Context: an optimization exercise on an open-source flow, tuned for small area, a short achievable clock period and few clock cycles per item. The choices shown serve that exercise and are no tape-out recipe.
Function was checked by simulation only, so behaviour that the tests miss may differ from the original.
Power is estimated from default activity; no workload was simulated.

==> design/flow/config.mk <==
export PLATFORM = sky130hd
export DESIGN_NAME = mr_tester
export DESIGN_NICKNAME = mr_tester
export VERILOG_FILES = /design/flow/design.v
export SDC_FILE = /design/flow/constraint.sdc
export NUM_CORES = 4
export LEC_CHECK = 0
export CAP_MARGIN = 20
export CORE_MARGIN = 2
export CORE_UTILIZATION = 60
export SLEW_MARGIN = 20
==> design/flow/constraint.sdc <==
create_clock -name core_clock -period 10.0 [get_ports {clk}]
set_input_delay 2.0000 -clock core_clock [delete_from_list [all_inputs] [get_ports {clk}]]
set_output_delay 2.0000 -clock core_clock [all_outputs]
set_load 0.01 [all_outputs]
==> design/flow/design.v <==
module mont_mul (
    input  wire [65:0]   s,
    input  wire [65:0]   c,
    input  wire [3:0]    xl,      
    input  wire [3:1]    yl,      
    input  wire [64:0]   b,
    input  wire [63:0]   n,
    input  wire [3:0]    d,       
    input  wire [3:0]    q,       
    input  wire [7:0]    db,      
    input  wire [3:0]    dbn,     
    input  wire [3:0]    np,      
    output wire [65:0]   so,
    output wire [65:0]   co,
    output wire [3:0]    xlo,
    output wire [3:1]    ylo,
    output wire [3:0]    qn       
);
    wire cy = |xl | |yl;
    wire [7:0] l_s = s[7:0];
    wire [7:0] l_c = c[7:0];
    wire [7:0] l_db = db;
    wire [7:0] l_dbn = {dbn, 4'd0};
    wire [7:0] l_q0 = ((n[7:0] & {8{q[0]}}) << 0);
    wire [7:0] l_q1 = ((n[7:0] & {8{q[1]}}) << 1) | {7'd0, cy};
    wire [7:0] l_q2 = ((n[7:0] & {8{q[2]}}) << 2);
    wire [7:0] l_q3 = ((n[7:0] & {8{q[3]}}) << 3);
    wire [7:0] l_s0 = l_s ^ l_c ^ l_db;
    wire [7:0] l_c0 = ((l_s & l_c) | (l_s & l_db) | (l_c & l_db)) << 1;
    wire [7:0] l_s1 = l_q0 ^ l_q1 ^ l_q2;
    wire [7:0] l_c1 = ((l_q0 & l_q1) | (l_q0 & l_q2) | (l_q1 & l_q2)) << 1;
    wire [7:0] l_s2 = l_dbn ^ l_s0 ^ l_c0;
    wire [7:0] l_c2 = ((l_dbn & l_s0) | (l_dbn & l_c0) | (l_s0 & l_c0)) << 1;
    wire [7:0] l_s3 = l_q3 ^ l_s1 ^ l_c1;
    wire [7:0] l_c3 = ((l_q3 & l_s1) | (l_q3 & l_c1) | (l_s1 & l_c1)) << 1;
    wire [7:0] l_s4 = l_s3 ^ l_c3 ^ l_s2;
    wire [7:0] l_c4 = ((l_s3 & l_c3) | (l_s3 & l_s2) | (l_c3 & l_s2)) << 1;
    wire [7:0] l_s5 = l_c2 ^ l_s4 ^ l_c4;
    wire [7:0] l_c5 = ((l_c2 & l_s4) | (l_c2 & l_c4) | (l_s4 & l_c4)) << 1;
    wire lcy = |l_s5[3:0] | |l_c5[3:1];
    wire [3:0] ux = l_s5[7:4];
    wire [3:0] uy = l_c5[7:4];
    wire [3:0] ug = ux & uy;
    wire [3:0] up = ux ^ uy;
    wire uc0 = (lcy);
    wire uc1 = (ug[0]) | (lcy & up[0]);
    wire uc2 = (ug[0] & up[1]) | (ug[1]) | (lcy & up[0] & up[1]);
    wire uc3 = (ug[0] & up[1] & up[2]) | (ug[1] & up[2]) | (ug[2]) | (lcy & up[0] & up[1] & up[2]);
    wire [3:0] u = up ^ {uc3, uc2, uc1, uc0};
    reg [3:0] qt;
    always @* begin
        case ({np[3:1], u})
        7'd0: qt = 4'd0;
        7'd1: qt = 4'd1;
        7'd2: qt = 4'd2;
        7'd3: qt = 4'd3;
        7'd4: qt = 4'd4;
        7'd5: qt = 4'd5;
        7'd6: qt = 4'd6;
        7'd7: qt = 4'd7;
        7'd8: qt = 4'd8;
        7'd9: qt = 4'd9;
        7'd10: qt = 4'd10;
        7'd11: qt = 4'd11;
        7'd12: qt = 4'd12;
        7'd13: qt = 4'd13;
        7'd14: qt = 4'd14;
        7'd15: qt = 4'd15;
        7'd16: qt = 4'd0;
        7'd17: qt = 4'd3;
        7'd18: qt = 4'd6;
        7'd19: qt = 4'd9;
        7'd20: qt = 4'd12;
        7'd21: qt = 4'd15;
        7'd22: qt = 4'd2;
        7'd23: qt = 4'd5;
        7'd24: qt = 4'd8;
        7'd25: qt = 4'd11;
        7'd26: qt = 4'd14;
        7'd27: qt = 4'd1;
        7'd28: qt = 4'd4;
        7'd29: qt = 4'd7;
        7'd30: qt = 4'd10;
        7'd31: qt = 4'd13;
        7'd32: qt = 4'd0;
        7'd33: qt = 4'd5;
        7'd34: qt = 4'd10;
        7'd35: qt = 4'd15;
        7'd36: qt = 4'd4;
        7'd37: qt = 4'd9;
        7'd38: qt = 4'd14;
        7'd39: qt = 4'd3;
        7'd40: qt = 4'd8;
        7'd41: qt = 4'd13;
        7'd42: qt = 4'd2;
        7'd43: qt = 4'd7;
        7'd44: qt = 4'd12;
        7'd45: qt = 4'd1;
        7'd46: qt = 4'd6;
        7'd47: qt = 4'd11;
        7'd48: qt = 4'd0;
        7'd49: qt = 4'd7;
        7'd50: qt = 4'd14;
        7'd51: qt = 4'd5;
        7'd52: qt = 4'd12;
        7'd53: qt = 4'd3;
        7'd54: qt = 4'd10;
        7'd55: qt = 4'd1;
        7'd56: qt = 4'd8;
        7'd57: qt = 4'd15;
        7'd58: qt = 4'd6;
        7'd59: qt = 4'd13;
        7'd60: qt = 4'd4;
        7'd61: qt = 4'd11;
        7'd62: qt = 4'd2;
        7'd63: qt = 4'd9;
        7'd64: qt = 4'd0;
        7'd65: qt = 4'd9;
        7'd66: qt = 4'd2;
        7'd67: qt = 4'd11;
        7'd68: qt = 4'd4;
        7'd69: qt = 4'd13;
        7'd70: qt = 4'd6;
        7'd71: qt = 4'd15;
        7'd72: qt = 4'd8;
        7'd73: qt = 4'd1;
        7'd74: qt = 4'd10;
        7'd75: qt = 4'd3;
        7'd76: qt = 4'd12;
        7'd77: qt = 4'd5;
        7'd78: qt = 4'd14;
        7'd79: qt = 4'd7;
        7'd80: qt = 4'd0;
        7'd81: qt = 4'd11;
        7'd82: qt = 4'd6;
        7'd83: qt = 4'd1;
        7'd84: qt = 4'd12;
        7'd85: qt = 4'd7;
        7'd86: qt = 4'd2;
        7'd87: qt = 4'd13;
        7'd88: qt = 4'd8;
        7'd89: qt = 4'd3;
        7'd90: qt = 4'd14;
        7'd91: qt = 4'd9;
        7'd92: qt = 4'd4;
        7'd93: qt = 4'd15;
        7'd94: qt = 4'd10;
        7'd95: qt = 4'd5;
        7'd96: qt = 4'd0;
        7'd97: qt = 4'd13;
        7'd98: qt = 4'd10;
        7'd99: qt = 4'd7;
        7'd100: qt = 4'd4;
        7'd101: qt = 4'd1;
        7'd102: qt = 4'd14;
        7'd103: qt = 4'd11;
        7'd104: qt = 4'd8;
        7'd105: qt = 4'd5;
        7'd106: qt = 4'd2;
        7'd107: qt = 4'd15;
        7'd108: qt = 4'd12;
        7'd109: qt = 4'd9;
        7'd110: qt = 4'd6;
        7'd111: qt = 4'd3;
        7'd112: qt = 4'd0;
        7'd113: qt = 4'd15;
        7'd114: qt = 4'd14;
        7'd115: qt = 4'd13;
        7'd116: qt = 4'd12;
        7'd117: qt = 4'd11;
        7'd118: qt = 4'd10;
        7'd119: qt = 4'd9;
        7'd120: qt = 4'd8;
        7'd121: qt = 4'd7;
        7'd122: qt = 4'd6;
        7'd123: qt = 4'd5;
        7'd124: qt = 4'd4;
        7'd125: qt = 4'd3;
        7'd126: qt = 4'd2;
        7'd127: qt = 4'd1;
        default: qt = 4'd0;
        endcase
    end
    assign qn = qt;
    wire [69:0] r_s = {4'd0, s};
    wire [69:0] r_c = {4'd0, c};
    wire [69:0] r_p0 = ({5'd0, b} & {70{d[0]}}) << 0;
    wire [69:0] r_p1 = ({5'd0, b} & {70{d[1]}}) << 1 | {69'd0, cy};
    wire [69:0] r_p2 = ({5'd0, b} & {70{d[2]}}) << 2;
    wire [69:0] r_p3 = ({5'd0, b} & {70{d[3]}}) << 3;
    wire [69:0] r_q0 = ({6'd0, n} & {70{q[0]}}) << 0;
    wire [69:0] r_q1 = ({6'd0, n} & {70{q[1]}}) << 1;
    wire [69:0] r_q2 = ({6'd0, n} & {70{q[2]}}) << 2;
    wire [69:0] r_q3 = ({6'd0, n} & {70{q[3]}}) << 3;
    wire [69:0] t_s0 = r_p0 ^ r_p1 ^ r_p2;
    wire [69:0] t_c0 = ((r_p0 & r_p1) | (r_p0 & r_p2) | (r_p1 & r_p2)) << 1;
    wire [69:0] t_s1 = r_p3 ^ r_q0 ^ r_q1;
    wire [69:0] t_c1 = ((r_p3 & r_q0) | (r_p3 & r_q1) | (r_q0 & r_q1)) << 1;
    wire [69:0] t_s2 = r_q2 ^ r_q3 ^ r_s;
    wire [69:0] t_c2 = ((r_q2 & r_q3) | (r_q2 & r_s) | (r_q3 & r_s)) << 1;
    wire [69:0] t_s3 = r_c ^ t_s0 ^ t_c0;
    wire [69:0] t_c3 = ((r_c & t_s0) | (r_c & t_c0) | (t_s0 & t_c0)) << 1;
    wire [69:0] t_s4 = t_s1 ^ t_c1 ^ t_s2;
    wire [69:0] t_c4 = ((t_s1 & t_c1) | (t_s1 & t_s2) | (t_c1 & t_s2)) << 1;
    wire [69:0] t_s5 = t_c2 ^ t_s3 ^ t_c3;
    wire [69:0] t_c5 = ((t_c2 & t_s3) | (t_c2 & t_c3) | (t_s3 & t_c3)) << 1;
    wire [69:0] t_s6 = t_s4 ^ t_c4 ^ t_s5;
    wire [69:0] t_c6 = ((t_s4 & t_c4) | (t_s4 & t_s5) | (t_c4 & t_s5)) << 1;
    wire [69:0] t_s7 = t_c5 ^ t_s6 ^ t_c6;
    wire [69:0] t_c7 = ((t_c5 & t_s6) | (t_c5 & t_c6) | (t_s6 & t_c6)) << 1;
    assign so  = t_s7[69:4];
    assign co  = t_c7[69:4];
    assign xlo = t_s7[3:0];
    assign ylo = t_c7[3:1];
endmodule
module mont_start (
    input  wire [7:0] bn,
    input  wire       conv,
    input  wire       dbl,
    input  wire [3:0] np,
    output wire [3:0] d0,
    output wire [3:0] d1,
    output reg  [7:0] db0,
    output reg  [3:0] dbn0,
    output reg  [3:0] q0
);
    assign d0 = conv ? 4'd1 : dbl ? {bn[2:0], 1'b0} : bn[3:0];
    assign d1 = conv ? 4'd0 : dbl ? bn[6:3] : bn[7:4];
    always @* db0 = d0 * bn;
    always @* dbn0 = d1 * bn[3:0];
    always @* begin
        case ({conv, dbl, np[3:1], bn[3:0]})
        9'd0: q0 = 4'd0;
        9'd1: q0 = 4'd1;
        9'd2: q0 = 4'd4;
        9'd3: q0 = 4'd9;
        9'd4: q0 = 4'd0;
        9'd5: q0 = 4'd9;
        9'd6: q0 = 4'd4;
        9'd7: q0 = 4'd1;
        9'd8: q0 = 4'd0;
        9'd9: q0 = 4'd1;
        9'd10: q0 = 4'd4;
        9'd11: q0 = 4'd9;
        9'd12: q0 = 4'd0;
        9'd13: q0 = 4'd9;
        9'd14: q0 = 4'd4;
        9'd15: q0 = 4'd1;
        9'd16: q0 = 4'd0;
        9'd17: q0 = 4'd3;
        9'd18: q0 = 4'd12;
        9'd19: q0 = 4'd11;
        9'd20: q0 = 4'd0;
        9'd21: q0 = 4'd11;
        9'd22: q0 = 4'd12;
        9'd23: q0 = 4'd3;
        9'd24: q0 = 4'd0;
        9'd25: q0 = 4'd3;
        9'd26: q0 = 4'd12;
        9'd27: q0 = 4'd11;
        9'd28: q0 = 4'd0;
        9'd29: q0 = 4'd11;
        9'd30: q0 = 4'd12;
        9'd31: q0 = 4'd3;
        9'd32: q0 = 4'd0;
        9'd33: q0 = 4'd5;
        9'd34: q0 = 4'd4;
        9'd35: q0 = 4'd13;
        9'd36: q0 = 4'd0;
        9'd37: q0 = 4'd13;
        9'd38: q0 = 4'd4;
        9'd39: q0 = 4'd5;
        9'd40: q0 = 4'd0;
        9'd41: q0 = 4'd5;
        9'd42: q0 = 4'd4;
        9'd43: q0 = 4'd13;
        9'd44: q0 = 4'd0;
        9'd45: q0 = 4'd13;
        9'd46: q0 = 4'd4;
        9'd47: q0 = 4'd5;
        9'd48: q0 = 4'd0;
        9'd49: q0 = 4'd7;
        9'd50: q0 = 4'd12;
        9'd51: q0 = 4'd15;
        9'd52: q0 = 4'd0;
        9'd53: q0 = 4'd15;
        9'd54: q0 = 4'd12;
        9'd55: q0 = 4'd7;
        9'd56: q0 = 4'd0;
        9'd57: q0 = 4'd7;
        9'd58: q0 = 4'd12;
        9'd59: q0 = 4'd15;
        9'd60: q0 = 4'd0;
        9'd61: q0 = 4'd15;
        9'd62: q0 = 4'd12;
        9'd63: q0 = 4'd7;
        9'd64: q0 = 4'd0;
        9'd65: q0 = 4'd9;
        9'd66: q0 = 4'd4;
        9'd67: q0 = 4'd1;
        9'd68: q0 = 4'd0;
        9'd69: q0 = 4'd1;
        9'd70: q0 = 4'd4;
        9'd71: q0 = 4'd9;
        9'd72: q0 = 4'd0;
        9'd73: q0 = 4'd9;
        9'd74: q0 = 4'd4;
        9'd75: q0 = 4'd1;
        9'd76: q0 = 4'd0;
        9'd77: q0 = 4'd1;
        9'd78: q0 = 4'd4;
        9'd79: q0 = 4'd9;
        9'd80: q0 = 4'd0;
        9'd81: q0 = 4'd11;
        9'd82: q0 = 4'd12;
        9'd83: q0 = 4'd3;
        9'd84: q0 = 4'd0;
        9'd85: q0 = 4'd3;
        9'd86: q0 = 4'd12;
        9'd87: q0 = 4'd11;
        9'd88: q0 = 4'd0;
        9'd89: q0 = 4'd11;
        9'd90: q0 = 4'd12;
        9'd91: q0 = 4'd3;
        9'd92: q0 = 4'd0;
        9'd93: q0 = 4'd3;
        9'd94: q0 = 4'd12;
        9'd95: q0 = 4'd11;
        9'd96: q0 = 4'd0;
        9'd97: q0 = 4'd13;
        9'd98: q0 = 4'd4;
        9'd99: q0 = 4'd5;
        9'd100: q0 = 4'd0;
        9'd101: q0 = 4'd5;
        9'd102: q0 = 4'd4;
        9'd103: q0 = 4'd13;
        9'd104: q0 = 4'd0;
        9'd105: q0 = 4'd13;
        9'd106: q0 = 4'd4;
        9'd107: q0 = 4'd5;
        9'd108: q0 = 4'd0;
        9'd109: q0 = 4'd5;
        9'd110: q0 = 4'd4;
        9'd111: q0 = 4'd13;
        9'd112: q0 = 4'd0;
        9'd113: q0 = 4'd15;
        9'd114: q0 = 4'd12;
        9'd115: q0 = 4'd7;
        9'd116: q0 = 4'd0;
        9'd117: q0 = 4'd7;
        9'd118: q0 = 4'd12;
        9'd119: q0 = 4'd15;
        9'd120: q0 = 4'd0;
        9'd121: q0 = 4'd15;
        9'd122: q0 = 4'd12;
        9'd123: q0 = 4'd7;
        9'd124: q0 = 4'd0;
        9'd125: q0 = 4'd7;
        9'd126: q0 = 4'd12;
        9'd127: q0 = 4'd15;
        9'd128: q0 = 4'd0;
        9'd129: q0 = 4'd2;
        9'd130: q0 = 4'd8;
        9'd131: q0 = 4'd2;
        9'd132: q0 = 4'd0;
        9'd133: q0 = 4'd2;
        9'd134: q0 = 4'd8;
        9'd135: q0 = 4'd2;
        9'd136: q0 = 4'd0;
        9'd137: q0 = 4'd2;
        9'd138: q0 = 4'd8;
        9'd139: q0 = 4'd2;
        9'd140: q0 = 4'd0;
        9'd141: q0 = 4'd2;
        9'd142: q0 = 4'd8;
        9'd143: q0 = 4'd2;
        9'd144: q0 = 4'd0;
        9'd145: q0 = 4'd6;
        9'd146: q0 = 4'd8;
        9'd147: q0 = 4'd6;
        9'd148: q0 = 4'd0;
        9'd149: q0 = 4'd6;
        9'd150: q0 = 4'd8;
        9'd151: q0 = 4'd6;
        9'd152: q0 = 4'd0;
        9'd153: q0 = 4'd6;
        9'd154: q0 = 4'd8;
        9'd155: q0 = 4'd6;
        9'd156: q0 = 4'd0;
        9'd157: q0 = 4'd6;
        9'd158: q0 = 4'd8;
        9'd159: q0 = 4'd6;
        9'd160: q0 = 4'd0;
        9'd161: q0 = 4'd10;
        9'd162: q0 = 4'd8;
        9'd163: q0 = 4'd10;
        9'd164: q0 = 4'd0;
        9'd165: q0 = 4'd10;
        9'd166: q0 = 4'd8;
        9'd167: q0 = 4'd10;
        9'd168: q0 = 4'd0;
        9'd169: q0 = 4'd10;
        9'd170: q0 = 4'd8;
        9'd171: q0 = 4'd10;
        9'd172: q0 = 4'd0;
        9'd173: q0 = 4'd10;
        9'd174: q0 = 4'd8;
        9'd175: q0 = 4'd10;
        9'd176: q0 = 4'd0;
        9'd177: q0 = 4'd14;
        9'd178: q0 = 4'd8;
        9'd179: q0 = 4'd14;
        9'd180: q0 = 4'd0;
        9'd181: q0 = 4'd14;
        9'd182: q0 = 4'd8;
        9'd183: q0 = 4'd14;
        9'd184: q0 = 4'd0;
        9'd185: q0 = 4'd14;
        9'd186: q0 = 4'd8;
        9'd187: q0 = 4'd14;
        9'd188: q0 = 4'd0;
        9'd189: q0 = 4'd14;
        9'd190: q0 = 4'd8;
        9'd191: q0 = 4'd14;
        9'd192: q0 = 4'd0;
        9'd193: q0 = 4'd2;
        9'd194: q0 = 4'd8;
        9'd195: q0 = 4'd2;
        9'd196: q0 = 4'd0;
        9'd197: q0 = 4'd2;
        9'd198: q0 = 4'd8;
        9'd199: q0 = 4'd2;
        9'd200: q0 = 4'd0;
        9'd201: q0 = 4'd2;
        9'd202: q0 = 4'd8;
        9'd203: q0 = 4'd2;
        9'd204: q0 = 4'd0;
        9'd205: q0 = 4'd2;
        9'd206: q0 = 4'd8;
        9'd207: q0 = 4'd2;
        9'd208: q0 = 4'd0;
        9'd209: q0 = 4'd6;
        9'd210: q0 = 4'd8;
        9'd211: q0 = 4'd6;
        9'd212: q0 = 4'd0;
        9'd213: q0 = 4'd6;
        9'd214: q0 = 4'd8;
        9'd215: q0 = 4'd6;
        9'd216: q0 = 4'd0;
        9'd217: q0 = 4'd6;
        9'd218: q0 = 4'd8;
        9'd219: q0 = 4'd6;
        9'd220: q0 = 4'd0;
        9'd221: q0 = 4'd6;
        9'd222: q0 = 4'd8;
        9'd223: q0 = 4'd6;
        9'd224: q0 = 4'd0;
        9'd225: q0 = 4'd10;
        9'd226: q0 = 4'd8;
        9'd227: q0 = 4'd10;
        9'd228: q0 = 4'd0;
        9'd229: q0 = 4'd10;
        9'd230: q0 = 4'd8;
        9'd231: q0 = 4'd10;
        9'd232: q0 = 4'd0;
        9'd233: q0 = 4'd10;
        9'd234: q0 = 4'd8;
        9'd235: q0 = 4'd10;
        9'd236: q0 = 4'd0;
        9'd237: q0 = 4'd10;
        9'd238: q0 = 4'd8;
        9'd239: q0 = 4'd10;
        9'd240: q0 = 4'd0;
        9'd241: q0 = 4'd14;
        9'd242: q0 = 4'd8;
        9'd243: q0 = 4'd14;
        9'd244: q0 = 4'd0;
        9'd245: q0 = 4'd14;
        9'd246: q0 = 4'd8;
        9'd247: q0 = 4'd14;
        9'd248: q0 = 4'd0;
        9'd249: q0 = 4'd14;
        9'd250: q0 = 4'd8;
        9'd251: q0 = 4'd14;
        9'd252: q0 = 4'd0;
        9'd253: q0 = 4'd14;
        9'd254: q0 = 4'd8;
        9'd255: q0 = 4'd14;
        9'd256: q0 = 4'd0;
        9'd257: q0 = 4'd1;
        9'd258: q0 = 4'd2;
        9'd259: q0 = 4'd3;
        9'd260: q0 = 4'd4;
        9'd261: q0 = 4'd5;
        9'd262: q0 = 4'd6;
        9'd263: q0 = 4'd7;
        9'd264: q0 = 4'd8;
        9'd265: q0 = 4'd9;
        9'd266: q0 = 4'd10;
        9'd267: q0 = 4'd11;
        9'd268: q0 = 4'd12;
        9'd269: q0 = 4'd13;
        9'd270: q0 = 4'd14;
        9'd271: q0 = 4'd15;
        9'd272: q0 = 4'd0;
        9'd273: q0 = 4'd3;
        9'd274: q0 = 4'd6;
        9'd275: q0 = 4'd9;
        9'd276: q0 = 4'd12;
        9'd277: q0 = 4'd15;
        9'd278: q0 = 4'd2;
        9'd279: q0 = 4'd5;
        9'd280: q0 = 4'd8;
        9'd281: q0 = 4'd11;
        9'd282: q0 = 4'd14;
        9'd283: q0 = 4'd1;
        9'd284: q0 = 4'd4;
        9'd285: q0 = 4'd7;
        9'd286: q0 = 4'd10;
        9'd287: q0 = 4'd13;
        9'd288: q0 = 4'd0;
        9'd289: q0 = 4'd5;
        9'd290: q0 = 4'd10;
        9'd291: q0 = 4'd15;
        9'd292: q0 = 4'd4;
        9'd293: q0 = 4'd9;
        9'd294: q0 = 4'd14;
        9'd295: q0 = 4'd3;
        9'd296: q0 = 4'd8;
        9'd297: q0 = 4'd13;
        9'd298: q0 = 4'd2;
        9'd299: q0 = 4'd7;
        9'd300: q0 = 4'd12;
        9'd301: q0 = 4'd1;
        9'd302: q0 = 4'd6;
        9'd303: q0 = 4'd11;
        9'd304: q0 = 4'd0;
        9'd305: q0 = 4'd7;
        9'd306: q0 = 4'd14;
        9'd307: q0 = 4'd5;
        9'd308: q0 = 4'd12;
        9'd309: q0 = 4'd3;
        9'd310: q0 = 4'd10;
        9'd311: q0 = 4'd1;
        9'd312: q0 = 4'd8;
        9'd313: q0 = 4'd15;
        9'd314: q0 = 4'd6;
        9'd315: q0 = 4'd13;
        9'd316: q0 = 4'd4;
        9'd317: q0 = 4'd11;
        9'd318: q0 = 4'd2;
        9'd319: q0 = 4'd9;
        9'd320: q0 = 4'd0;
        9'd321: q0 = 4'd9;
        9'd322: q0 = 4'd2;
        9'd323: q0 = 4'd11;
        9'd324: q0 = 4'd4;
        9'd325: q0 = 4'd13;
        9'd326: q0 = 4'd6;
        9'd327: q0 = 4'd15;
        9'd328: q0 = 4'd8;
        9'd329: q0 = 4'd1;
        9'd330: q0 = 4'd10;
        9'd331: q0 = 4'd3;
        9'd332: q0 = 4'd12;
        9'd333: q0 = 4'd5;
        9'd334: q0 = 4'd14;
        9'd335: q0 = 4'd7;
        9'd336: q0 = 4'd0;
        9'd337: q0 = 4'd11;
        9'd338: q0 = 4'd6;
        9'd339: q0 = 4'd1;
        9'd340: q0 = 4'd12;
        9'd341: q0 = 4'd7;
        9'd342: q0 = 4'd2;
        9'd343: q0 = 4'd13;
        9'd344: q0 = 4'd8;
        9'd345: q0 = 4'd3;
        9'd346: q0 = 4'd14;
        9'd347: q0 = 4'd9;
        9'd348: q0 = 4'd4;
        9'd349: q0 = 4'd15;
        9'd350: q0 = 4'd10;
        9'd351: q0 = 4'd5;
        9'd352: q0 = 4'd0;
        9'd353: q0 = 4'd13;
        9'd354: q0 = 4'd10;
        9'd355: q0 = 4'd7;
        9'd356: q0 = 4'd4;
        9'd357: q0 = 4'd1;
        9'd358: q0 = 4'd14;
        9'd359: q0 = 4'd11;
        9'd360: q0 = 4'd8;
        9'd361: q0 = 4'd5;
        9'd362: q0 = 4'd2;
        9'd363: q0 = 4'd15;
        9'd364: q0 = 4'd12;
        9'd365: q0 = 4'd9;
        9'd366: q0 = 4'd6;
        9'd367: q0 = 4'd3;
        9'd368: q0 = 4'd0;
        9'd369: q0 = 4'd15;
        9'd370: q0 = 4'd14;
        9'd371: q0 = 4'd13;
        9'd372: q0 = 4'd12;
        9'd373: q0 = 4'd11;
        9'd374: q0 = 4'd10;
        9'd375: q0 = 4'd9;
        9'd376: q0 = 4'd8;
        9'd377: q0 = 4'd7;
        9'd378: q0 = 4'd6;
        9'd379: q0 = 4'd5;
        9'd380: q0 = 4'd4;
        9'd381: q0 = 4'd3;
        9'd382: q0 = 4'd2;
        9'd383: q0 = 4'd1;
        9'd384: q0 = 4'd0;
        9'd385: q0 = 4'd1;
        9'd386: q0 = 4'd2;
        9'd387: q0 = 4'd3;
        9'd388: q0 = 4'd4;
        9'd389: q0 = 4'd5;
        9'd390: q0 = 4'd6;
        9'd391: q0 = 4'd7;
        9'd392: q0 = 4'd8;
        9'd393: q0 = 4'd9;
        9'd394: q0 = 4'd10;
        9'd395: q0 = 4'd11;
        9'd396: q0 = 4'd12;
        9'd397: q0 = 4'd13;
        9'd398: q0 = 4'd14;
        9'd399: q0 = 4'd15;
        9'd400: q0 = 4'd0;
        9'd401: q0 = 4'd3;
        9'd402: q0 = 4'd6;
        9'd403: q0 = 4'd9;
        9'd404: q0 = 4'd12;
        9'd405: q0 = 4'd15;
        9'd406: q0 = 4'd2;
        9'd407: q0 = 4'd5;
        9'd408: q0 = 4'd8;
        9'd409: q0 = 4'd11;
        9'd410: q0 = 4'd14;
        9'd411: q0 = 4'd1;
        9'd412: q0 = 4'd4;
        9'd413: q0 = 4'd7;
        9'd414: q0 = 4'd10;
        9'd415: q0 = 4'd13;
        9'd416: q0 = 4'd0;
        9'd417: q0 = 4'd5;
        9'd418: q0 = 4'd10;
        9'd419: q0 = 4'd15;
        9'd420: q0 = 4'd4;
        9'd421: q0 = 4'd9;
        9'd422: q0 = 4'd14;
        9'd423: q0 = 4'd3;
        9'd424: q0 = 4'd8;
        9'd425: q0 = 4'd13;
        9'd426: q0 = 4'd2;
        9'd427: q0 = 4'd7;
        9'd428: q0 = 4'd12;
        9'd429: q0 = 4'd1;
        9'd430: q0 = 4'd6;
        9'd431: q0 = 4'd11;
        9'd432: q0 = 4'd0;
        9'd433: q0 = 4'd7;
        9'd434: q0 = 4'd14;
        9'd435: q0 = 4'd5;
        9'd436: q0 = 4'd12;
        9'd437: q0 = 4'd3;
        9'd438: q0 = 4'd10;
        9'd439: q0 = 4'd1;
        9'd440: q0 = 4'd8;
        9'd441: q0 = 4'd15;
        9'd442: q0 = 4'd6;
        9'd443: q0 = 4'd13;
        9'd444: q0 = 4'd4;
        9'd445: q0 = 4'd11;
        9'd446: q0 = 4'd2;
        9'd447: q0 = 4'd9;
        9'd448: q0 = 4'd0;
        9'd449: q0 = 4'd9;
        9'd450: q0 = 4'd2;
        9'd451: q0 = 4'd11;
        9'd452: q0 = 4'd4;
        9'd453: q0 = 4'd13;
        9'd454: q0 = 4'd6;
        9'd455: q0 = 4'd15;
        9'd456: q0 = 4'd8;
        9'd457: q0 = 4'd1;
        9'd458: q0 = 4'd10;
        9'd459: q0 = 4'd3;
        9'd460: q0 = 4'd12;
        9'd461: q0 = 4'd5;
        9'd462: q0 = 4'd14;
        9'd463: q0 = 4'd7;
        9'd464: q0 = 4'd0;
        9'd465: q0 = 4'd11;
        9'd466: q0 = 4'd6;
        9'd467: q0 = 4'd1;
        9'd468: q0 = 4'd12;
        9'd469: q0 = 4'd7;
        9'd470: q0 = 4'd2;
        9'd471: q0 = 4'd13;
        9'd472: q0 = 4'd8;
        9'd473: q0 = 4'd3;
        9'd474: q0 = 4'd14;
        9'd475: q0 = 4'd9;
        9'd476: q0 = 4'd4;
        9'd477: q0 = 4'd15;
        9'd478: q0 = 4'd10;
        9'd479: q0 = 4'd5;
        9'd480: q0 = 4'd0;
        9'd481: q0 = 4'd13;
        9'd482: q0 = 4'd10;
        9'd483: q0 = 4'd7;
        9'd484: q0 = 4'd4;
        9'd485: q0 = 4'd1;
        9'd486: q0 = 4'd14;
        9'd487: q0 = 4'd11;
        9'd488: q0 = 4'd8;
        9'd489: q0 = 4'd5;
        9'd490: q0 = 4'd2;
        9'd491: q0 = 4'd15;
        9'd492: q0 = 4'd12;
        9'd493: q0 = 4'd9;
        9'd494: q0 = 4'd6;
        9'd495: q0 = 4'd3;
        9'd496: q0 = 4'd0;
        9'd497: q0 = 4'd15;
        9'd498: q0 = 4'd14;
        9'd499: q0 = 4'd13;
        9'd500: q0 = 4'd12;
        9'd501: q0 = 4'd11;
        9'd502: q0 = 4'd10;
        9'd503: q0 = 4'd9;
        9'd504: q0 = 4'd8;
        9'd505: q0 = 4'd7;
        9'd506: q0 = 4'd6;
        9'd507: q0 = 4'd5;
        9'd508: q0 = 4'd4;
        9'd509: q0 = 4'd3;
        9'd510: q0 = 4'd2;
        9'd511: q0 = 4'd1;
        default: q0 = 4'd0;
        endcase
    end
endmodule
module mr_tester (
    input  wire        clk,
    input  wire        rst,
    input  wire        start,
    input  wire [63:0] n_in,
    output reg         ready,
    output reg         done,
    output reg         prime,
    output reg         bad,
    output reg  [63:0] pw
);
    localparam W  = 4;
    localparam W2 = 2 * W;
    localparam BX = W * 33 + 1;             
    localparam S_IDLE = 3'd0;
    localparam S_CHK  = 3'd1;
    localparam S_CHK2 = 3'd2;
    localparam S_ABS  = 3'd3;
    localparam S_DBL  = 3'd4;
    localparam S_RUN  = 3'd5;
    localparam S_FIN  = 3'd6;
    localparam OP_LAD = 2'd0;    
    localparam OP_CV0 = 2'd1;    
    localparam OP_SQ2 = 2'd2;    
    localparam OP_CV2 = 2'd3;    
    reg [2:0]   state;
    reg [1:0]   op;
    reg         dm;          
    reg         dmode;       
    reg         conv;        
    reg [5:0]   it;          
    reg [5:0]   len;         
    reg [4:0]   dix;         
    reg [5:0]   idx;         
    reg [6:0]   rem;         
    reg [5:0]   kk;          
    reg [5:0]   j2;          
    reg [6:0]   v;           
    reg [6:0]   dleft;       
    reg [2:0]   jcnt;        
    reg [6:0]   blen;        
    reg [5:0]   kz;          
    reg         chk;         
    reg         first;       
    reg         lastcv;      
    reg [63:0]   n;
    reg [64:0]   b;          
    reg [65:0]   s;
    reg [65:0]   c;
    reg [W-1:0]  xl;
    reg [W-1:1]  yl;
    reg [W-1:0]  dg;         
    reg [W-1:0]  dn;         
    reg [W-1:0]  qg;         
    reg [W2-1:0] db;         
    reg [W-1:0]  dbn;        
    reg [W-1:0]  np;         
    reg [7:0]    e1r;        
    reg [7:0]    emr;        
    wire st_idle = (state == S_IDLE);
    wire st_chk  = (state == S_CHK);
    wire st_chk2 = (state == S_CHK2);
    wire st_abs  = (state == S_ABS);
    wire st_dbl  = (state == S_DBL);
    wire st_run  = (state == S_RUN);
    wire st_fin  = (state == S_FIN);
    reg [6:0] blen_c;
    reg [5:0] kz_c;
    integer i;
    always @* begin
        blen_c = 7'd0;
        for (i = 0; i < 64; i = i + 1)
            if (n[i]) blen_c = i + 1;
        kz_c = 6'd0;
        for (i = 63; i >= 1; i = i - 1)
            if (n[i]) kz_c = i;
    end
    wire [63:0] mask;        
    assign mask[63] = n[63];
    genvar g;
    generate
        for (g = 0; g < 63; g = g + 1) begin : g_mask
            assign mask[g] = mask[g+1] | n[g];
        end
    endgenerate
    wire [63:0] r0 = (~n & mask) | 64'd1;                  
    wire        badn = !n[0] || (n[63:1] == 63'd0);
    wire [6:0]  lsteps = (blen + 7'd3 + W - 1) / W;
    wire [6:0]  dl0 = W * lsteps - blen;
    wire [2:0]  jmax = (blen >= 7'd40) ? 3'd5 : 3'd4;
    wire [W-1:0] inv1 = n[W-1:0];
    wire [W-1:0] inv2 = inv1 * (2 - n[W-1:0] * inv1);
    wire [W-1:0] inv3 = inv2 * (2 - n[W-1:0] * inv2);
    wire [W-1:0] npc = 0 - inv3;
    wire nbit = n[idx];
    reg  nb;                 
    wire        cy = |xl | |yl;
    wire [66:0] cpaw = {s, 1'b1} + {c, cy | dm};             
    wire [65:0] cpa = cpaw[66:1];
    wire        neg = cpa[65];
    wire [64:0] dres = neg ? s[64:0] : cpa[64:0];           
    wire        dbl_now = (st_abs || st_dbl) && (dleft != 7'd0);
    wire [63:0] nm1 = {n[63:1], 1'b0};
    wire [7:0]  e1c, emc;
    generate
        for (g = 0; g < 8; g = g + 1) begin : g_eq
            assign e1c[g] = (cpa[8*g+7:8*g] == ((g == 0) ? 8'd1 : 8'd0));
            assign emc[g] = (cpa[8*g+7:8*g] == nm1[8*g+7:8*g]);
        end
    endgenerate
    wire dbl_end = st_dbl && (dleft == 7'd0);
    wire go      = dbl_end || st_fin;
    wire ld_cpa  = st_fin && (op == OP_LAD || op == OP_SQ2);
    wire go_conv = (dbl_end && rem == 7'd0) ||
                   (st_fin && op == OP_LAD && rem == 7'd0) ||
                   (st_fin && op == OP_SQ2);
    wire go_dbl  = !go_conv && nb && (dbl_end || (st_fin && op == OP_LAD));
    wire [W2-1:0] lo = s[W2-1:0] + c[W2-1:0] + {{(W2-1){1'b0}}, cy};
    wire [W2-1:0] bn = ld_cpa ? lo : b[W2-1:0];
    wire [W-1:0]  d0, d1, dbn0, q0;
    wire [W2-1:0] db0;
    mont_start u_ms (
        .bn(bn), .conv(go_conv), .dbl(go_dbl), .np(np),
        .d0(d0), .d1(d1), .db0(db0), .dbn0(dbn0), .q0(q0)
    );
    wire [BX-1:0] bx = {{(BX-66){1'b0}}, b, 1'b0};
    wire [W:0]    win = bx[dix * W +: W + 1];
    wire [W-1:0]  dfetch = conv ? {W{1'b0}} : (dmode ? win[W-1:0] : win[W:1]);
    wire [W2-1:0] dbnext = dn * b[W2-1:0];
    wire [W-1:0]  dbnn = dfetch * b[W-1:0];
    wire [65:0]  so, co;
    wire [W-1:0] xlo, qn;
    wire [W-1:1] ylo;
    mont_mul u_mm (
        .s(s), .c(c), .xl(xl), .yl(yl), .b(b), .n(n),
        .d(dg), .q(qg), .db(db), .dbn(dbn), .np(np),
        .so(so), .co(co), .xlo(xlo), .ylo(ylo), .qn(qn)
    );
    always @(posedge clk) begin
        if (st_idle)
            n <= n_in;
        if (st_chk) begin
            b    <= {1'b0, r0};
            np   <= npc;
            blen <= blen_c;
            kz   <= kz_c;
        end else if (dbl_now)
            b <= dres;
        else if (ld_cpa)
            b <= cpa[64:0];
        if (st_chk || (st_fin && op == OP_CV0))
            pw <= st_chk ? 64'd0 : cpa[63:0];
        if (st_run) begin
            s  <= so;
            c  <= co;
            xl <= xlo;
            yl <= ylo;
        end else begin
            xl <= {W{1'b0}};
            yl <= {(W-1){1'b0}};
            if (dbl_now) begin
                s <= {dres, 1'b0};
                c <= {2'b11, ~n};
            end else if ((st_chk2 || st_abs || st_dbl) && !go) begin
                s <= {b, 1'b0};
                c <= {2'b11, ~n};
            end else begin
                s <= 66'd0;
                c <= 66'd0;
            end
        end
        e1r <= e1c;
        nb  <= nbit;
        emr <= emc;
        if (go) begin
            dg <= d0;
            dn <= d1;
            db  <= db0;
            dbn <= dbn0;
            qg  <= q0;
        end else begin
            dg <= dn;
            dn <= dfetch;
            db  <= dbnext;
            dbn <= dbnn;
            qg  <= qn;
        end
    end
    always @(posedge clk) begin
        if (rst) begin
            state <= S_IDLE;
            ready <= 1'b1;
            done  <= 1'b0;
            dm    <= 1'b0;
            chk   <= 1'b0;
        end else begin
            done <= 1'b0;
            if (go) begin
                it    <= len - 6'd1;
                dix   <= 5'd2;
                conv  <= go_conv;
                dmode <= go_dbl;
            end else begin
                it  <= it - 6'd1;
                dix <= dix + 5'd1;
            end
            case (state)
            S_IDLE: begin
                if (start) begin
                    state <= S_CHK;
                    ready <= 1'b0;
                end
            end
            S_CHK: begin
                if (badn) begin
                    done  <= 1'b1;
                    bad   <= 1'b1;
                    prime <= 1'b0;
                    ready <= 1'b1;
                    state <= S_IDLE;
                end else begin
                    state <= S_CHK2;
                end
            end
            S_CHK2: begin
                len   <= lsteps[5:0];
                dleft <= dl0;
                idx   <= blen[5:0] - 6'd1;
                rem   <= blen - {1'b0, kz};
                kk    <= kz;
                jcnt  <= jmax;
                v     <= 7'd0;
                dm    <= 1'b1;
                state <= S_ABS;
            end
            S_ABS: begin
                if (jcnt != 3'd0 && rem != 7'd0) begin
                    v     <= {v[5:0], nbit};
                    idx   <= idx - 6'd1;
                    rem   <= rem - 7'd1;
                    jcnt  <= jcnt - 3'd1;
                    dleft <= dleft - {6'd0, dleft != 7'd0};
                end else begin
                    dleft <= dleft - {6'd0, dleft != 7'd0} + v;
                    state <= S_DBL;
                end
            end
            S_DBL: begin
                if (dleft != 7'd0) begin
                    dleft <= dleft - 7'd1;
                end else begin
                    dm    <= 1'b0;
                    state <= S_RUN;
                    op    <= (rem == 7'd0) ? OP_CV0 : OP_LAD;
                    if (rem != 7'd0) begin
                        idx <= idx - 6'd1;
                        rem <= rem - 7'd1;
                    end
                end
            end
            S_RUN: begin
                chk <= 1'b0;
                if (it == 6'd0)
                    state <= S_FIN;
                if (chk) begin
                    if ((&emr) || (first && (&e1r)) || (&e1r) || lastcv) begin
                        done  <= 1'b1;
                        bad   <= 1'b0;
                        prime <= (&emr) || (first && (&e1r));
                        ready <= 1'b1;
                        state <= S_IDLE;
                    end
                end
            end
            S_FIN: begin
                state <= S_RUN;
                case (op)
                OP_LAD: begin
                    if (rem == 7'd0) begin
                        op <= OP_CV0;
                    end else begin
                        idx <= idx - 6'd1;
                        rem <= rem - 7'd1;
                    end
                end
                OP_CV0: begin
                    chk    <= 1'b1;
                    first  <= 1'b1;
                    lastcv <= (kk == 6'd1);
                    op     <= OP_SQ2;
                    j2     <= kk - 6'd2;
                end
                OP_SQ2: begin
                    op <= OP_CV2;
                end
                OP_CV2: begin
                    chk    <= 1'b1;
                    first  <= 1'b0;
                    lastcv <= (j2 == 6'd0);
                    op     <= OP_SQ2;
                    j2     <= j2 - 6'd1;
                end
                endcase
            end
            default: begin
                state <= S_IDLE;
                ready <= 1'b1;
            end
            endcase
        end
    end
endmodule
==> design/flow/run.sh <==
#!/bin/bash
# synth_recipe.tcl (not shown) runs the flow's synth.tcl, then flattens the netlist and writes it again
# the make line also repeats each setting of config.mk as NAME=value (left out here)
make -C /OpenROAD-flow-scripts/flow DESIGN_CONFIG=/design/flow/config.mk WORK_HOME=/design/flow/orfs CLKGATE_MAP_FILE= SYNTH_SCRIPT=/design/flow/synth_recipe.tcl finish
==> summary.txt <==
pwr/cell area=296.4 mW/mm^2; final net count=5676; H-tree depth=2; Post-Syn Nets=5694; Max Cap Viol=0; Rel. slew slack=0.2462; Placed Area=0.04815 sq mm; final setup violation count=0; kind of critical path=reg2reg; die area=0.07900 sq mm; CTS resizes=0; CP bufs+invs=3; max-slew violations=0; Place WS=3.543 ns; synth top area cells=fa_1 25%, edfxtp_1 18%, dfxtp_1 8.2%, and2_1 6.3%, inv_1 5.9%; Critical R2R Launch=yl[3]; sequential share of the synthesized area=0.2603; cell row count=101; Die Wd=281.1 microns; clock buffer depth=3; Mapped Cells=4891; clock-pin slew on the worst setup and hold paths=0.06 ns; Ys Warns=3; core area=0.07595 sq mm; initial antenna violation count=4; Placer Congestion=0.9931; min-delay src=chk; Initial Util=0.6065; post-synthesis to final-layout area growth=8.757%; hpwl dp=108500 microns; RSZ-0062 raised after global routing=no; Worst-Margin Slew=1.131 ns; Max Fanout on Critical Path=14; largest net degree at the start of global routing=136; Top delay family on crit path=simple AND/OR/NAND/NOR gates; post-route minimum period=6.527 ns; Peak Freq=153.2 MHz; number of synthesized flops with an enable pin=274; total routed wirelength=148600 microns; WHS Endpoint=chk; Clk Latency, worst-skew pair=0.66 ns; Clock Skews=0.03397 ns; Final Cycle Share=0.6527; root buf cell=clkbuf_16; fin area=0.05010 sq mm; Hold Fails Final Rpt=0; DIE HEIGHT=281.1 microns; dominant synthesized flop cell=edfxtp_1; Seq cells post-synth=462; min setup slack post-route=3.473 ns; setup TNS=0 ns; DR DRC count=0; ys async rst share=0; r2r setup slk=3.47 ns; Clock Sinks=462; leading area contributor after synthesis=fa_1; Netlist cell types=90; slowest stage delay, CP=0.58 ns; outcome=timing/DRC/antenna clean; share of layout cells above drive strength 1=0.05061; WP data arrival=7.02 ns; startpoint types=register; depth of the worst hold-timing path=2; total grt overflow=0; port buffer count=134; vias in the first global route=37.00k; CP max stage cell=or4_1; synthesized area per cell=9.418 sq um; hold buffers post-CTS=0; CP required=10.50 ns; GR Util All Layers=0.3850; TritonCTS clock tree=yes; drt pass-1 iters=6; Worst setup EP type=register; critical path cell sequence=or4_1 -> or3_1 -> inv_1 -> fa_1 -> nor2_1 -> a21o_1 -> clkinv_1 -> nor2_1 -> a21oi_1 -> or3_1 -> fa_1 -> fa_1 -> inv_1 -> ha_1 -> a21o_1 -> a21oi_1 -> o21bai_1 -> a21oi_1 -> xnor2_1 -> xnor2_1 -> xnor2_1 -> xnor2_1 -> xnor2_1 -> a21oi_1; min-delay worst type=reg2reg; Worst Reg-to-Reg Cells=24; commonest non-fill, non-tap cell in the layout=inv_1; Post-CTS Setup Bufs=0; Max VDD drop=0.0006697 V; vias after detailed routing=36.84k; TritonCTS buffer count=57; synthesized area=0.04606 sq mm; I/O pin cnt=135; most used cell, CP=xnor2_1; final antenna-violating net count=0; Pleak=21.82 nW; global-route wire length before repair=227700 microns; drt via density=6.187; Routed WL per cell=24.95 microns; post-synth top area share=0.2460; Iteration-0 DRC Markers=3870; capture point of the worst reg-to-reg path=db[7]; most frequent cells in the layout=725 x inv_1, 566 x fa_1, 467 x and2_1
-- routing by layer --
metal	share of wire	global-route usage	vias to the layer above
met5	0	0	-
met4	0.047	0.1628	0
met3	0.096	0.06858	381
met2	0.46	0.6049	1965
met1	0.40	0.5282	18420
li1	-	-	16070
-- logic make-up after synthesis --
| family | Yosys count | synth area share |
|---|---|---|
| simple gates | 1549 | 0.1688 |
| buf+inv | 993 | 0.08222 |
| compound gates | 812 | 0.1145 |
| fa+ha+maj | 736 | 0.2922 |
| flops | 462 | 0.2603 |
| xor+xnor | 227 | 0.04439 |
| mux | 112 | 0.03749 |
-- through the flow --
stage                     power, W  cells    util  hold slack [ns]
after floorplan           0.009719   4891       -           0.4264
after global placement     0.01244   5843  0.6340           0.4469
after detailed placement   0.01262   5843  0.6340           0.4554
after CTS                  0.01489   5949  0.6591           0.4677
after global routing       0.01640   5950  0.6595           0.4872
final                      0.01485   5954  0.6596           0.4730
-- sequential cells by signal (all words and copies together) (netlist names), 7 cells and up --
| register | count |
|---|---|
| n | 64 |
| v | 7 |
| rem | 7 |
| s | 66 |
| blen | 7 |
| emr | 8 |
| e1r | 8 |
| c | 66 |
| b | 65 |
| db | 8 |
| pw | 64 |
| dleft | 7 |
-- cells in the mapped netlist, types with 18 or more instances --
master    number
buf_1         18
nand3_1       49
mux4_2        47
o21a_1        21
a21oi_1      192
nor2_1       310
and2_1       467
o31ai_1       20
and3_1        23
clkbuf_1     224
nor4_1        37
nor2b_1       18
a31oi_1       32
o21ai_0      227
a211o_1       21
edfxtp_1     274
fa_1         566
mux2i_1       51
ha_1         170
o211ai_1      28
xor2_1        67
a221oi_1      28
a221o_1       35
dfxtp_1      188
a21o_1        43
a211oi_1      32
inv_1        726
nor3_1        94
xnor2_1      156
a22oi_1       25
nand2_1      440
-- worst max-delay path by stage --
stage                        start    end  cells after the start
final                        yl[3]  db[7]                     24
after global routing         yl[3]  db[7]                     24
after CTS                    yl[3]  db[7]                     24
after detailed placement     yl[3]  db[7]                     24
after global placement       yl[3]  db[7]                     24
after floorplan           state[1]  pw[0]                      5
-- power breakdown --
part	switching (W)	internal [W]	leakage [nW]
clock network	0.000914	0.00127	0.950
logic	0.00584	0.00397	16.7
registers	0.000540	0.00232	4.17
-- final cells by class --
type / instances / area (sq um)
multi-input combinational: 3436 / 30380
fill: 6410 / 25850
sequential: 462 / 12010
inverter: 730 / 2741
timing repair buffer: 186 / 1764
clock buffer: 75 / 1587
tap: 1030 / 1289
clock inverter: 31 / 316.6
antenna: 4 / 10.01
-- worst register-to-register path, stage by stage, from the launching register on --
cell	delay, ns
dfxtp_1	0.30
or4_1	0.58
or3_1	0.40
inv_1	0.10
fa_1	0.41
nor2_1	0.11
a21o_1	0.48
clkinv_1	0.51
nor2_1	0.26
a21oi_1	0.09
or3_1	0.35
fa_1	0.50
fa_1	0.49
inv_1	0.06
ha_1	0.26
a21o_1	0.15
a21oi_1	0.23
o21bai_1	0.09
a21oi_1	0.17
xnor2_1	0.16
xnor2_1	0.16
xnor2_1	0.16
xnor2_1	0.16
xnor2_1	0.14
a21oi_1	0.08
Testbench counts, summed over its fixed seeds: cycles 147,300, tests 192.

-- re-timing with driven ports --
Ports are ideal in the flow. The routed layout listed here was re-timed in OpenROAD. Step 1 (the two cells are an assumption about what drives the block):
set clk [get_ports {clk}]
set_driving_cell -lib_cell sky130_fd_sc_hd__clkbuf_16 $clk
set_driving_cell -lib_cell sky130_fd_sc_hd__buf_2 [delete_from_list [all_inputs] $clk]
Step 2, shift: input delay + t, output delay - t, t = (earliest + latest rising clock arrival at the registers) / 2. This alone moves slack from input paths to output paths. a / b / c = ideal / step 1 / step 2; a / b = the first two.
shift t [ns]: 0.714
slack for setup (ns): 3.473 / 3.473 / 3.473
worst setup path at the end: register to register
clock arrival spread, ns: 0.034 / 0.034
worst register clock-pin slew, ns: 0.07 / 0.07
After both steps this run still meets setup and hold. For this run, drivers alone change the setup slack by 0.000 ns; drivers and shift together by 0.000 ns.
